What follows belongs to an exercise in optimizing a design on an open flow for small area, a short achievable clock period and few clock cycles; a production flow would make more cautious choices.
In this exercise RTL edits were held to simulation tests only and were not proved equivalent to the original.
Power is estimated from default activity; no workload was simulated.

==> ember: inputs <==
// tlvcrc16
module tlvcrc16 (
    input  wire        clk,
    input  wire        rst,
    input  wire        bus_req,
    input  wire        bus_we,
    input  wire [12:0] bus_addr,
    input  wire [1:0]  bus_size,
    input  wire [31:0] bus_wdata,
    output reg         bus_ack,
    output reg         bus_err,
    output reg  [31:0] bus_rdata
);
    localparam E_VALUE_TOO_LONG = 4'd1;
    localparam E_ILLEGAL        = 4'd2;
    localparam E_SEQUENCE       = 4'd3;
    localparam E_INVALID_TAG    = 4'd4;
    localparam E_OVERFLOW       = 4'd5;
    localparam OP_NOP       = 4'h0;
    localparam OP_CLEAR     = 4'h1;
    localparam OP_CRC_INIT  = 4'h2;
    localparam OP_CRC_BYTE  = 4'h3;
    localparam OP_CRC_EMIT  = 4'h4;
    localparam OP_FLD_OPEN  = 4'h5;
    localparam OP_FLD_BYTE  = 4'h6;
    localparam OP_FLD_CLOSE = 4'h7;
    localparam OP_CMP_OPEN  = 4'h8;
    localparam OP_CMP_CLOSE = 4'h9;
    localparam OP_OUT_BYTE  = 4'hA;
    reg [15:0] crc;
    reg        fopen;
    reg [15:0] ftag;
    reg [6:0]  flen;
    reg        copen;
    reg [15:0] ctag;
    reg [6:0]  clen;
    reg [8:0]  olen;
    reg        fault;
    reg [3:0]  errcode;
    reg [31:0] errcmd;
    reg [8:0]  cpos;       
    reg [8:0]  vpos;       
    reg [15:0] racc;       
    reg        busy;       
    reg [7:0]  fcnt;
    reg [15:0] dfix;
    reg [2047:0] obuf;
    reg [7:0]  pidx;       
    reg [7:0]  rd0, rd1;   
    reg        v0, v1;
    function [15:0] crc_step;
        input [15:0] c;
        input [7:0]  b;
        integer i;
        reg [15:0] r;
        begin
            r = c ^ {b, 8'h00};
  ...
==> flow/config.mk <==
export PLATFORM = sky130hd
export DESIGN_NAME = tlvcrc16
export DESIGN_NICKNAME = tlvcrc16
export VERILOG_FILES = /design/flow/design.v
export SDC_FILE = /design/flow/constraint.sdc
export NUM_CORES = 4
export LEC_CHECK = 0
export CAP_MARGIN = 20
export CORE_MARGIN = 2
export CORE_UTILIZATION = 40
export SETUP_SLACK_MARGIN = 5
export SLEW_MARGIN = 20
==> flow/constraint.sdc <==
create_clock -name core_clock -period 10.0 [get_ports {clk}]
set_input_delay 2.0000 -clock core_clock [delete_from_list [all_inputs] [get_ports {clk}]]
set_output_delay 2.0000 -clock core_clock [all_outputs]
set_load 0.01 [all_outputs]
run.sh (not shown) runs the stock make flow with config.mk's settings and CLKGATE_MAP_FILE= SYNTH_SCRIPT=/design/flow/synth_recipe.tcl, a recipe that flattens the netlist after the stock synthesis.
==> inputs of nickel, as changes to ember <==
--- a/flow/design.v
+++ b/flow/design.v
@@ -33,24 +33,25 @@
     reg        copen;
     reg [15:0] ctag;
     reg [6:0]  clen;
     reg [8:0]  olen;
     reg        fault;
     reg [3:0]  errcode;
     reg [31:0] errcmd;
+    reg [2:0]  ph;         
+    reg [7:0]  rbyte;      
+    reg [7:0]  ridx_q;
+    reg        rvalid;
     reg [8:0]  cpos;       
     reg [8:0]  vpos;       
     reg [15:0] racc;       
     reg        busy;       
     reg [7:0]  fcnt;
     reg [15:0] dfix;
     reg [2047:0] obuf;
-    reg [7:0]  pidx;       
-    reg [7:0]  rd0, rd1;   
-    reg        v0, v1;
     function [15:0] crc_step;
         input [15:0] c;
         input [7:0]  b;
         integer i;
         reg [15:0] r;
         begin
             r = c ^ {b, 8'h00};
@@ -252,67 +253,86 @@
     wire [15:0] htag = fopen ? ftag : ctag;
     wire [23:0] tab  = dec2_tab(hlen);
     wire [31:0] hdr  = {htag, 4'h3, tab[23:20], 4'h3, tab[19:16]};
     wire [31:0] hexs = {hex_char(crc[15:12]), hex_char(crc[11:8]),
                         hex_char(crc[7:4]), hex_char(crc[3:0])};
     wire [31:0] quad = (fopen || copen) ? hdr : hexs;
     wire [8:0]  hpos = (fopen && copen) ? cpos : olen;
+    localparam RB = 3;                  
+    localparam RL = 1 << RB;
+    localparam NR = 256 / RL;
+    wire [RB-1:0] ph_n = ph + 1'b1;
     wire op_b1  = (op == OP_FLD_BYTE) || (op == OP_OUT_BYTE);
     wire op_b4  = (op == OP_FLD_CLOSE) || (op == OP_CMP_CLOSE) || (op == OP_CRC_EMIT);
     wire wen    = exec && (op_b1 || op_b4);
-    wire [8:0]  wpos = (op == OP_FLD_BYTE) ? vpos : hpos;
-    wire [1:0]  wr   = wpos[1:0];
+    wire [8:0]    wpos = (op == OP_FLD_BYTE) ? vpos : hpos;
+    wire [RB-1:0] wq   = wpos[RB-1:0] - ph_n;      
+    wire [1:0]    wr   = wq[1:0];
+    wire [8-RB:0] wk   = wpos[8:RB];               
     wire [7:0]  wb0 = op_b1 ? opb : quad[31:24];
     wire [7:0]  wb1 = quad[23:16];
     wire [7:0]  wb2 = quad[15:8];
     wire [7:0]  wb3 = quad[7:0];
     reg  [7:0]  lane [0:3];
     always @(*) begin
         case (wr)
             2'd0: begin lane[0] = wb0; lane[1] = wb1; lane[2] = wb2; lane[3] = wb3; end
             2'd1: begin lane[0] = wb3; lane[1] = wb0; lane[2] = wb1; lane[3] = wb2; end
             2'd2: begin lane[0] = wb2; lane[1] = wb3; lane[2] = wb0; lane[3] = wb1; end
             default: begin lane[0] = wb1; lane[1] = wb2; lane[2] = wb3; lane[3] = wb0; end
         endcase
     end
-    reg [3:0] la, lb;
-    integer j;
+    reg [RL-1:0] sa, sb;
+    reg [RB-1:0] sj;
+    reg [RB:0]   so;
+    reg          st;
+    integer q;
     always @(*) begin
-        for (j = 0; j < 4; j = j + 1) begin
-            la[j] = wen && (j >= wr) && (op_b4 || (j == wr));
-            lb[j] = wen && op_b4 && (j < wr);
+        for (q = 0; q < RL; q = q + 1) begin
+            sj = q[RB-1:0] - wq;
+            so = {1'b0, wpos[RB-1:0]} + {1'b0, sj};
+            st = wen && (op_b4 ? (sj < 3'd4) : (sj == 3'd0));
+            sa[q] = st && !so[RB];
+            sb[q] = st && so[RB];
         end
     end
-    wire [6:0] wword = wpos[8:2];
-    genvar gk, gj;
+    genvar gk, gq;
     generate
-        for (gk = 0; gk < 64; gk = gk + 1) begin : ow
-            wire sel_a = (wword == gk);
+        for (gk = 0; gk < NR; gk = gk + 1) begin : ow
+            wire sel_a = (wk == gk);
             wire sel_b;
             if (gk > 0) begin : nb
-                assign sel_b = (wword == gk - 1);
+                assign sel_b = (wk == gk - 1);
             end else begin : fb
                 assign sel_b = 1'b0;
             end
-            for (gj = 0; gj < 4; gj = gj + 1) begin : ob
+            for (gq = 0; gq < RL; gq = gq + 1) begin : ob
+                wire [7:0] wd = (gq % 2) ? lane[gq % 4] : ~lane[gq % 4];
                 always @(posedge clk)
-                    if ((sel_a && la[gj]) || (sel_b && lb[gj]))
-                        obuf[(4*gk+gj)*8 +: 8] <= lane[gj];
+                    obuf[(RL*gk+gq)*8 +: 8] <= ~(((sel_a && sa[gq]) || (sel_b && sb[gq])) ?
+                                                 wd : obuf[(RL*gk+(gq+1)%RL)*8 +: 8]);
             end
         end
     endgenerate
-    wire [7:0]  ridx  = bus_addr[9:2];
-    wire        match = (ridx == pidx);
-    wire        hit   = match && (pidx[0] ? v1 : v0);
-    wire [6:0]  idx1  = pidx[7:1];
-    wire [7:0]  idx0  = {1'b0, pidx[7:1]} + {7'd0, pidx[0]};
-    wire [7:0]  b0    = obuf[{idx0[6:0], 1'b0} * 8 +: 8];
-    wire [7:0]  b1    = obuf[{idx1, 1'b1} * 8 +: 8];
-    wire        m0    = ({idx0, 1'b0} < olen);
-    wire        m1    = ({1'b0, idx1, 1'b1} < olen);
+    always @(posedge clk) begin
+        if (rst) ph <= {RB{1'b0}};
+        else     ph <= ph_n;
+    end
+    always @(posedge clk) begin
+        rbyte  <= cmask ? cbyte : 8'd0;
+        ridx_q <= cidx;
+        rvalid <= !rst && !(bus_req && bus_we);
+    end
+    wire [7:0]    ridx  = bus_addr[9:2];
+    wire          nxt   = (ridx[RB-1:0] == ph);
+    wire [7-RB:0] cring = ridx[7:RB] + {{(7-RB){1'b0}}, nxt && (ph == {RB{1'b1}})};
+    wire [7:0]    cidx  = {cring, ph_n};
+    wire [7:0]    cbyte = ~obuf[({cring, {RB{1'b0}}} + 1) * 8 +: 8];    
+    wire          cmask = ({1'b0, cidx} < olen);
+    wire          hit   = rvalid && (ridx == ridx_q);
     reg [31:0] regv;
     always @(*) begin
         case (bus_addr[5:2])
             4'd1: regv = {24'd0, errcode, 1'b0, fault, copen, fopen};
             4'd2: regv = {16'd0, crc};
             4'd3: regv = {23'd0, olen};
             4'd4: regv = {25'd0, flen};
@@ -328,15 +348,15 @@
         else
             bus_ack = !(fix_start || (bus_req && rd_obuf && !hit));
         if (bus_we)
             bus_err = !is_cmd;
         else
             bus_err = !(word_ok && (in_regs || in_obuf));
         if (bus_addr[12])
-            bus_rdata = {24'd0, bus_addr[2] ? rd1 : rd0};
+            bus_rdata = {24'd0, rbyte};
         else
             bus_rdata = regv;
     end
     wire [15:0] crc_b    = crc_step(crc, opb);
     wire [15:0] racc_b   = crc_step(racc, opb);
     wire [15:0] racc_base = copen ? racc : crc;
     wire [15:0] racc_open = crc_step(crc_step(crc_step(crc_step(racc_base, opt[15:8]), opt[7:0]), 8'h00), 8'h00);
@@ -433,33 +453,8 @@
                         crc  <= crc_b;
                     end
                     default: ;
                 endcase
             end
         end
     end
-    always @(posedge clk) begin
-        rd0 <= m0 ? b0 : 8'd0;
-        rd1 <= m1 ? b1 : 8'd0;
-        if (rst || (cmd && is_clear)) begin
-            pidx <= 8'd0;
-            v0   <= 1'b0;
-            v1   <= 1'b0;
-        end else if (bus_req && bus_we) begin
-            v0 <= 1'b0;
-            v1 <= 1'b0;
-        end else if (bus_req && rd_obuf && !match) begin
-            pidx <= ridx;
-            v0   <= 1'b0;
-            v1   <= 1'b0;
-        end else if (bus_req && rd_obuf && hit) begin
-            pidx <= pidx + 8'd1;
-            if (pidx[0]) v1 <= 1'b0;
-            else         v0 <= 1'b0;
-            if (pidx[0]) v0 <= 1'b1;
-            else         v1 <= 1'b1;
-        end else begin
-            v0 <= 1'b1;
-            v1 <= 1'b1;
-        end
-    end
 endmodule
==> flow/config.mk (replaced) <==
export PLATFORM = sky130hd
export DESIGN_NAME = tlvcrc16
export DESIGN_NICKNAME = tlvcrc16
export VERILOG_FILES = /design/flow/design.v
export SDC_FILE = /design/flow/constraint.sdc
export NUM_CORES = 4
export LEC_CHECK = 0
export CAP_MARGIN = 20
export CORE_MARGIN = 2
export CORE_UTILIZATION = 40
export SETUP_SLACK_MARGIN = 4.6
export SLEW_MARGIN = 20
==> inputs of onyx, as changes to ember <==
--- a/flow/design.v
+++ b/flow/design.v
@@ -40,17 +40,15 @@
     reg [8:0]  cpos;       
     reg [8:0]  vpos;       
     reg [15:0] racc;       
     reg        busy;       
     reg [7:0]  fcnt;
     reg [15:0] dfix;
     reg [2047:0] obuf;
-    reg [7:0]  pidx;       
-    reg [7:0]  rd0, rd1;   
-    reg        v0, v1;
+    reg [3:0]  ph;         
     function [15:0] crc_step;
         input [15:0] c;
         input [7:0]  b;
         integer i;
         reg [15:0] r;
         begin
             r = c ^ {b, 8'h00};
@@ -252,67 +250,74 @@
     wire [15:0] htag = fopen ? ftag : ctag;
     wire [23:0] tab  = dec2_tab(hlen);
     wire [31:0] hdr  = {htag, 4'h3, tab[23:20], 4'h3, tab[19:16]};
     wire [31:0] hexs = {hex_char(crc[15:12]), hex_char(crc[11:8]),
                         hex_char(crc[7:4]), hex_char(crc[3:0])};
     wire [31:0] quad = (fopen || copen) ? hdr : hexs;
     wire [8:0]  hpos = (fopen && copen) ? cpos : olen;
+    wire [3:0]  ph_n = ph + 4'd1;
     wire op_b1  = (op == OP_FLD_BYTE) || (op == OP_OUT_BYTE);
     wire op_b4  = (op == OP_FLD_CLOSE) || (op == OP_CMP_CLOSE) || (op == OP_CRC_EMIT);
     wire wen    = exec && (op_b1 || op_b4);
     wire [8:0]  wpos = (op == OP_FLD_BYTE) ? vpos : hpos;
-    wire [1:0]  wr   = wpos[1:0];
+    wire [3:0]  wq   = wpos[3:0] - ph_n;           
+    wire [1:0]  wr   = wq[1:0];
+    wire [4:0]  wk   = wpos[8:4];                  
     wire [7:0]  wb0 = op_b1 ? opb : quad[31:24];
     wire [7:0]  wb1 = quad[23:16];
     wire [7:0]  wb2 = quad[15:8];
     wire [7:0]  wb3 = quad[7:0];
     reg  [7:0]  lane [0:3];
     always @(*) begin
         case (wr)
             2'd0: begin lane[0] = wb0; lane[1] = wb1; lane[2] = wb2; lane[3] = wb3; end
             2'd1: begin lane[0] = wb3; lane[1] = wb0; lane[2] = wb1; lane[3] = wb2; end
             2'd2: begin lane[0] = wb2; lane[1] = wb3; lane[2] = wb0; lane[3] = wb1; end
             default: begin lane[0] = wb1; lane[1] = wb2; lane[2] = wb3; lane[3] = wb0; end
         endcase
     end
-    reg [3:0] la, lb;
-    integer j;
+    reg [15:0] sa, sb;
+    reg [3:0]  sj;
+    reg [4:0]  so;
+    integer q;
     always @(*) begin
-        for (j = 0; j < 4; j = j + 1) begin
-            la[j] = wen && (j >= wr) && (op_b4 || (j == wr));
-            lb[j] = wen && op_b4 && (j < wr);
+        for (q = 0; q < 16; q = q + 1) begin
+            sj = q[3:0] - wq;
+            so = {1'b0, wpos[3:0]} + {1'b0, sj};
+            sa[q] = wen && (op_b4 ? (sj < 4'd4) : (sj == 4'd0)) && !so[4];
+            sb[q] = wen && (op_b4 ? (sj < 4'd4) : (sj == 4'd0)) && so[4];
         end
     end
-    wire [6:0] wword = wpos[8:2];
-    genvar gk, gj;
+    genvar gk, gq;
     generate
-        for (gk = 0; gk < 64; gk = gk + 1) begin : ow
-            wire sel_a = (wword == gk);
+        for (gk = 0; gk < 16; gk = gk + 1) begin : ow
+            wire sel_a = (wk == gk);
             wire sel_b;
             if (gk > 0) begin : nb
-                assign sel_b = (wword == gk - 1);
+                assign sel_b = (wk == gk - 1);
             end else begin : fb
                 assign sel_b = 1'b0;
             end
-            for (gj = 0; gj < 4; gj = gj + 1) begin : ob
+            for (gq = 0; gq < 16; gq = gq + 1) begin : ob
                 always @(posedge clk)
-                    if ((sel_a && la[gj]) || (sel_b && lb[gj]))
-                        obuf[(4*gk+gj)*8 +: 8] <= lane[gj];
+                    if ((sel_a && sa[gq]) || (sel_b && sb[gq]))
+                        obuf[(16*gk+gq)*8 +: 8] <= lane[gq % 4];
+                    else
+                        obuf[(16*gk+gq)*8 +: 8] <= obuf[(16*gk+(gq+1)%16)*8 +: 8];
             end
         end
     endgenerate
+    always @(posedge clk) begin
+        if (rst) ph <= 4'd0;
+        else     ph <= ph_n;
+    end
     wire [7:0]  ridx  = bus_addr[9:2];
-    wire        match = (ridx == pidx);
-    wire        hit   = match && (pidx[0] ? v1 : v0);
-    wire [6:0]  idx1  = pidx[7:1];
-    wire [7:0]  idx0  = {1'b0, pidx[7:1]} + {7'd0, pidx[0]};
-    wire [7:0]  b0    = obuf[{idx0[6:0], 1'b0} * 8 +: 8];
-    wire [7:0]  b1    = obuf[{idx1, 1'b1} * 8 +: 8];
-    wire        m0    = ({idx0, 1'b0} < olen);
-    wire        m1    = ({1'b0, idx1, 1'b1} < olen);
+    wire        hit   = (ridx[3:0] == ph);
+    wire [7:0]  tapb  = obuf[{ridx[7:4], 4'd0} * 8 +: 8];
+    wire        tapm  = ({1'b0, ridx} < olen);
     reg [31:0] regv;
     always @(*) begin
         case (bus_addr[5:2])
             4'd1: regv = {24'd0, errcode, 1'b0, fault, copen, fopen};
             4'd2: regv = {16'd0, crc};
             4'd3: regv = {23'd0, olen};
             4'd4: regv = {25'd0, flen};
@@ -328,15 +333,15 @@
         else
             bus_ack = !(fix_start || (bus_req && rd_obuf && !hit));
         if (bus_we)
             bus_err = !is_cmd;
         else
             bus_err = !(word_ok && (in_regs || in_obuf));
         if (bus_addr[12])
-            bus_rdata = {24'd0, bus_addr[2] ? rd1 : rd0};
+            bus_rdata = {24'd0, tapm ? tapb : 8'd0};
         else
             bus_rdata = regv;
     end
     wire [15:0] crc_b    = crc_step(crc, opb);
     wire [15:0] racc_b   = crc_step(racc, opb);
     wire [15:0] racc_base = copen ? racc : crc;
     wire [15:0] racc_open = crc_step(crc_step(crc_step(crc_step(racc_base, opt[15:8]), opt[7:0]), 8'h00), 8'h00);
@@ -433,33 +438,8 @@
                         crc  <= crc_b;
                     end
                     default: ;
                 endcase
             end
         end
     end
-    always @(posedge clk) begin
-        rd0 <= m0 ? b0 : 8'd0;
-        rd1 <= m1 ? b1 : 8'd0;
-        if (rst || (cmd && is_clear)) begin
-            pidx <= 8'd0;
-            v0   <= 1'b0;
-            v1   <= 1'b0;
-        end else if (bus_req && bus_we) begin
-            v0 <= 1'b0;
-            v1 <= 1'b0;
-        end else if (bus_req && rd_obuf && !match) begin
-            pidx <= ridx;
-            v0   <= 1'b0;
-            v1   <= 1'b0;
-        end else if (bus_req && rd_obuf && hit) begin
-            pidx <= pidx + 8'd1;
-            if (pidx[0]) v1 <= 1'b0;
-            else         v0 <= 1'b0;
-            if (pidx[0]) v0 <= 1'b1;
-            else         v1 <= 1'b1;
-        end else begin
-            v0 <= 1'b1;
-            v1 <= 1'b1;
-        end
-    end
 endmodule
==> run notes <==
Hold slack: nickel < onyx < ember.
Against nickel, the area after synthesis of ember is higher by 7.3%.
Non-clock buffer count, highest first: onyx, ember, nickel.
In nickel the sequential share of layout area is higher than in onyx, by 6.0 points.
Against nickel, the clock-buffer cell count of ember is lower by 68.
Of ember and onyx, onyx has the higher cell count (gap 18%, measured against onyx).
Combinational power: ember < nickel < onyx.
Of onyx and ember, ember has the higher sequential power (gap about 10%, measured against ember).
The lowest clock power belongs to ember, the highest to onyx.
Testbench counts of ember, summed over its fixed seeds: cycles 13,460.
Testbench counts of nickel, summed over its fixed seeds: cycles 13,614.
Testbench counts of onyx, summed over its fixed seeds: cycles 13,798.

==> re-timing with driven ports <==
The results above use ideal ports. As a check the final layouts listed here were re-extracted and re-timed, cells and wires unchanged.
Step 1 assumes that a clkbuf_16 drives the clock port and a buf_2 every other input.
Step 2 moves the port delays by t, midway between the first and last clock arrival at a register: inputs arrive t later, outputs are due t later. That takes back most of the time a late clock gives input paths.
Slacks: no drivers / after step 1 / after step 2; pairs: no drivers / after step 1.
run	t, ns	setup slack, ns	worst register clock-pin slew, ns
ember	0.950	4.193 / 4.113 / 4.067	0.07 / 0.07
nickel	0.943	4.313 / 4.206 / 3.705	0.07 / 0.07
onyx	0.954	3.364 / 3.341 / 3.341	0.07 / 0.07
After both steps every run listed still meets setup and hold. The setup slack of nickel, which loses most, moves by -0.107 ns with the drivers and by -0.608 ns with both steps.
